Source: an optimization exercise on an open RTL-to-GDS flow (aim: small area, a short achievable clock period and few clock cycles). Production flows keep margins and buffers that such runs may drop. Function was checked by simulation only, so behaviour that the tests miss may differ from the original.

## oak
==> flow/design.v (excerpt) <==
module bq_core (
    input  wire         clk,
    input  wire         rst,
    input  wire         cmd_valid,
    output wire         cmd_ready,
    input  wire [1:0]   cmd_op,
    input  wire [31:0]  cmd_x,
    input  wire [159:0] cmd_coef,
    output reg          rsp_valid,
    output reg  [7:0]   rsp_status,
    output reg  [31:0]  rsp_y
);
    localparam OP_PROCESS = 2'd0;
    localparam OP_RESET   = 2'd1;
    localparam OP_SETCOEF = 2'd2;
    reg  [4:0] ph;
    reg [31:0] r0, r1, r2, r3, r4;
    reg [31:0] x;
    reg [31:0] m0, m1;
    reg [31:0] s1, s2;
    reg        ld;       
    reg        rdy;
    reg        f_proc;   
    reg        f_rst;    
    reg        f_any;    
    reg  [1:0] f_st;     
    reg        pend;     
    reg        dflt;     
    reg        qrst;     
    assign cmd_ready = rdy;
    wire coef_ok = (cmd_coef[30:23]   != 8'hFF) && (cmd_coef[62:55]   != 8'hFF) &&
                   (cmd_coef[94:87]   != 8'hFF) && (cmd_coef[126:119] != 8'hFF) &&
                   (cmd_coef[158:151] != 8'hFF);
    wire is_set  = (cmd_op == OP_SETCOEF) && coef_ok;
    wire ld_now  = ph[0] ? (cmd_valid && is_set) : ld;
    wire [31:0] fld = ({32{ph[0]}} & cmd_coef[31:0])   |
                      ({32{ph[1]}} & cmd_coef[63:32])  |
                      ({32{ph[2]}} & cmd_coef[127:96]) |
                      ({32{ph[3]}} & cmd_coef[95:64])  |
                      ({32{ph[4]}} & cmd_coef[159:128]);
    wire [31:0] rec = dflt ? {2'b00, {7{ph[0]}}, 23'd0} : r0;
    reg  [3:0]  sy;       
    reg  [3:0]  ss1;      
    reg  [3:0]  ss2;      
    reg         sel_sub;  
    wire [31:0] mul_a = {sy[3]  ? x[31:24]   : rsp_y[31:24],  sy[2]  ? rsp_y[23:16] : x[23:16],
                         sy[1]  ? x[15:8]    : rsp_y[15:8],   sy[0]  ? rsp_y[7:0]   : x[7:0]};
    wire [31:0] mul_y;
    wire [31:0] add_a = {ss1[3] ? m1[31:24]  : s1[31:24],     ss1[2] ? s1[23:16]    : m1[23:16],
  ...
For scale: about 7500 cells after synthesis, roughly 240 I/O pins, ~0.049 sq mm of cells after synthesis.
clock: 24.0 ns
lec_check: 0
abc_area: 1
cap_margin: 20
core_margin: 2
core_utilization: 45
place_density: 0.8
slew_margin: 20
tns_end_percent: 5
standard.sh (not shown) runs the stock make flow with config.mk's settings and CLKGATE_MAP_FILE= SYNTH_SCRIPT=/design/flow/synth_recipe.tcl, a recipe that flattens the netlist after the stock synthesis.
==> flow/flow/run.sh <==
#!/bin/bash
# The standard layout (standard synthesis, floorplan, placement, CTS,
# routing) with two changes in how it is made:
# - repair_timing is asked to keep a setup margin: the clock and the
#   constraints are the design's, the margin only makes the optimiser
#   work towards a shorter period than the constraint needs;
# - every input and output port still gets its buffer, but a buf_1 rather
#   than the delay buffer buffer_ports picks by default.
set -euo pipefail
bash standard.sh SETUP_SLACK_MARGIN=${MARGIN:-15} \
    "BUFFER_PORTS_ARGS=-buffer_cell sky130_fd_sc_hd__buf_1" finish > make_finish.log 2>&1
oak did not stop at any stage, and its layout met the timing, DRC and antenna checks.
Testbench counts of oak, summed over its fixed seeds: cycles 31,724.
### oak -> pine
Settings: PLACE_DENSITY removed (was 0.8); CTS_BUF_LIST newly set to sky130_fd_sc_hd__clkbuf_8.
[summary]
Side by side, cell area after layout turned out higher in pine than in oak.
## Diff of input files: birch against pine
Settings: CTS_BUF_LIST no longer set, was sky130_fd_sc_hd__clkbuf_8; PLACE_DENSITY now 0.75, previously not set; CORE_UTILIZATION now 50, was 45.
--- outcome ---
The overall routing resource usage in birch sits 0.57 points above the value recorded for pine. When birch is measured against pine, its fraction of met1 tracks used by global routing turns out 7.8 points lower. Relative to pine, count of inserted antenna diode cells decreased by 3 in birch. Summary: with pine as the reference, non-clock buffer count in birch moved up slightly. In the metrics for pine and birch, the one carrying the higher area growth from synthesis to final layout is pine. Taking pine as the reference, in birch critical path depth now sits lower, worst hold slack grew by 0.0032 ns.
--- input diff birch..maple ---
Settings: clearing PLACE_DENSITY, which used to be 0.75; swapping 50 for 45 in CORE_UTILIZATION.
==> flow/flow/run.sh <==
#!/bin/bash
# The standard layout (standard synthesis, floorplan, placement, CTS,
# routing), with repair_timing asked to keep a setup margin: the clock and
# the constraints are the design's, the margin only makes the optimiser
# work towards a shorter period than the constraint needs.
set -euo pipefail
bash standard.sh SETUP_SLACK_MARGIN=${MARGIN:-15} finish > make_finish.log 2>&1
## What came out
Both conditions hold for maple: the flow ran to the end and the final layout passed the timing, DRC and antenna checks. Looking at master of the slowest instance on the critical path, the clkinvlp_2 result is from maple; the fa_1 one comes from birch. maple supports a higher top clock frequency than birch. Summary — share of layout cells above drive strength 1, maple relative to birch: lower, by 1.2 points. Storage element area essentially unchanged between maple and birch. Side by side, via count turned out lower in maple than in birch. Fraction of area in multi-input gates, birch and maple, lower one = maple.
Modified inputs, cedar compared to maple
Settings: PLACE_DENSITY now 0.7, previously not set.
==> flow/flow/run.sh <==
#!/bin/bash
# The standard layout (standard synthesis, floorplan, placement, CTS,
# routing) with two changes in how it is made:
# - repair_timing is asked to keep a setup margin: the clock and the
#   constraints are the design's, the margin only makes the optimiser
#   work towards a shorter period than the constraint needs;
# - every input and output port still gets its buffer, but a buf_1 rather
#   than the delay buffer buffer_ports picks by default.
set -euo pipefail
bash standard.sh SETUP_SLACK_MARGIN=${MARGIN:-15} \
    "BUFFER_PORTS_ARGS=-buffer_cell sky130_fd_sc_hd__buf_1" finish > make_finish.log 2>&1
Results
The summed area of non-filler cells in the final layout of cedar falls short of that of maple by 2.4%. Required time reported for the critical path endpoint: cedar > maple. Min clock network area share across cedar and maple: cedar. Delta(layout overhead on the synthesized area, cedar - maple) < 0. Diff maple -> cedar: initial DRC count decreased 1.2%; placer's final routability congestion estimate moved down; number of CTS-inserted buffers went down; final routed wirelength across all metal layers dropped 5.3%.

[what the ideal ports hide]
In the flow no input, the clock included, has a driving cell. The finished layouts below were timed again as built, in two steps.
Step 1 sets driving cells, clkbuf_16 on the clock port and buf_2 on the other inputs (assumed; they add their load-dependent delay and slew).
Step 2 times the ports against the registers' clock, not the clock port: input delays grow and output delays shrink by t, the midpoint of the rising clock arrivals with the driver on.
a / b / c = no drivers / after step 1 / after step 2; a / b = the first two.
| run | t, ns | setup WS [ns] | hold WS [ns] | slew at the worst register clock pin (ns) | cell pins on the clock port's net |
|---|---|---|---|---|---|
| oak | 0.664 | 15.087 / 15.087 / 15.087 | 0.322 / 0.322 / 0.322 | 0.07 / 0.07 | 1 |
| pine | 0.744 | 15.071 / 15.071 / 15.071 | 0.308 / 0.308 / 0.308 | 0.08 / 0.08 | 1 |
| birch | 0.655 | 15.026 / 15.026 / 15.026 | 0.311 / 0.311 / 0.311 | 0.08 / 0.08 | 1 |
| maple | 0.679 | 15.060 / 15.060 / 15.060 | 0.312 / 0.312 / 0.312 | 0.08 / 0.08 | 1 |
| cedar | 0.665 | 15.036 / 15.036 / 15.036 | 0.311 / 0.311 / 0.311 | 0.08 / 0.08 | 1 |
After both steps setup and hold are still met in every run listed.
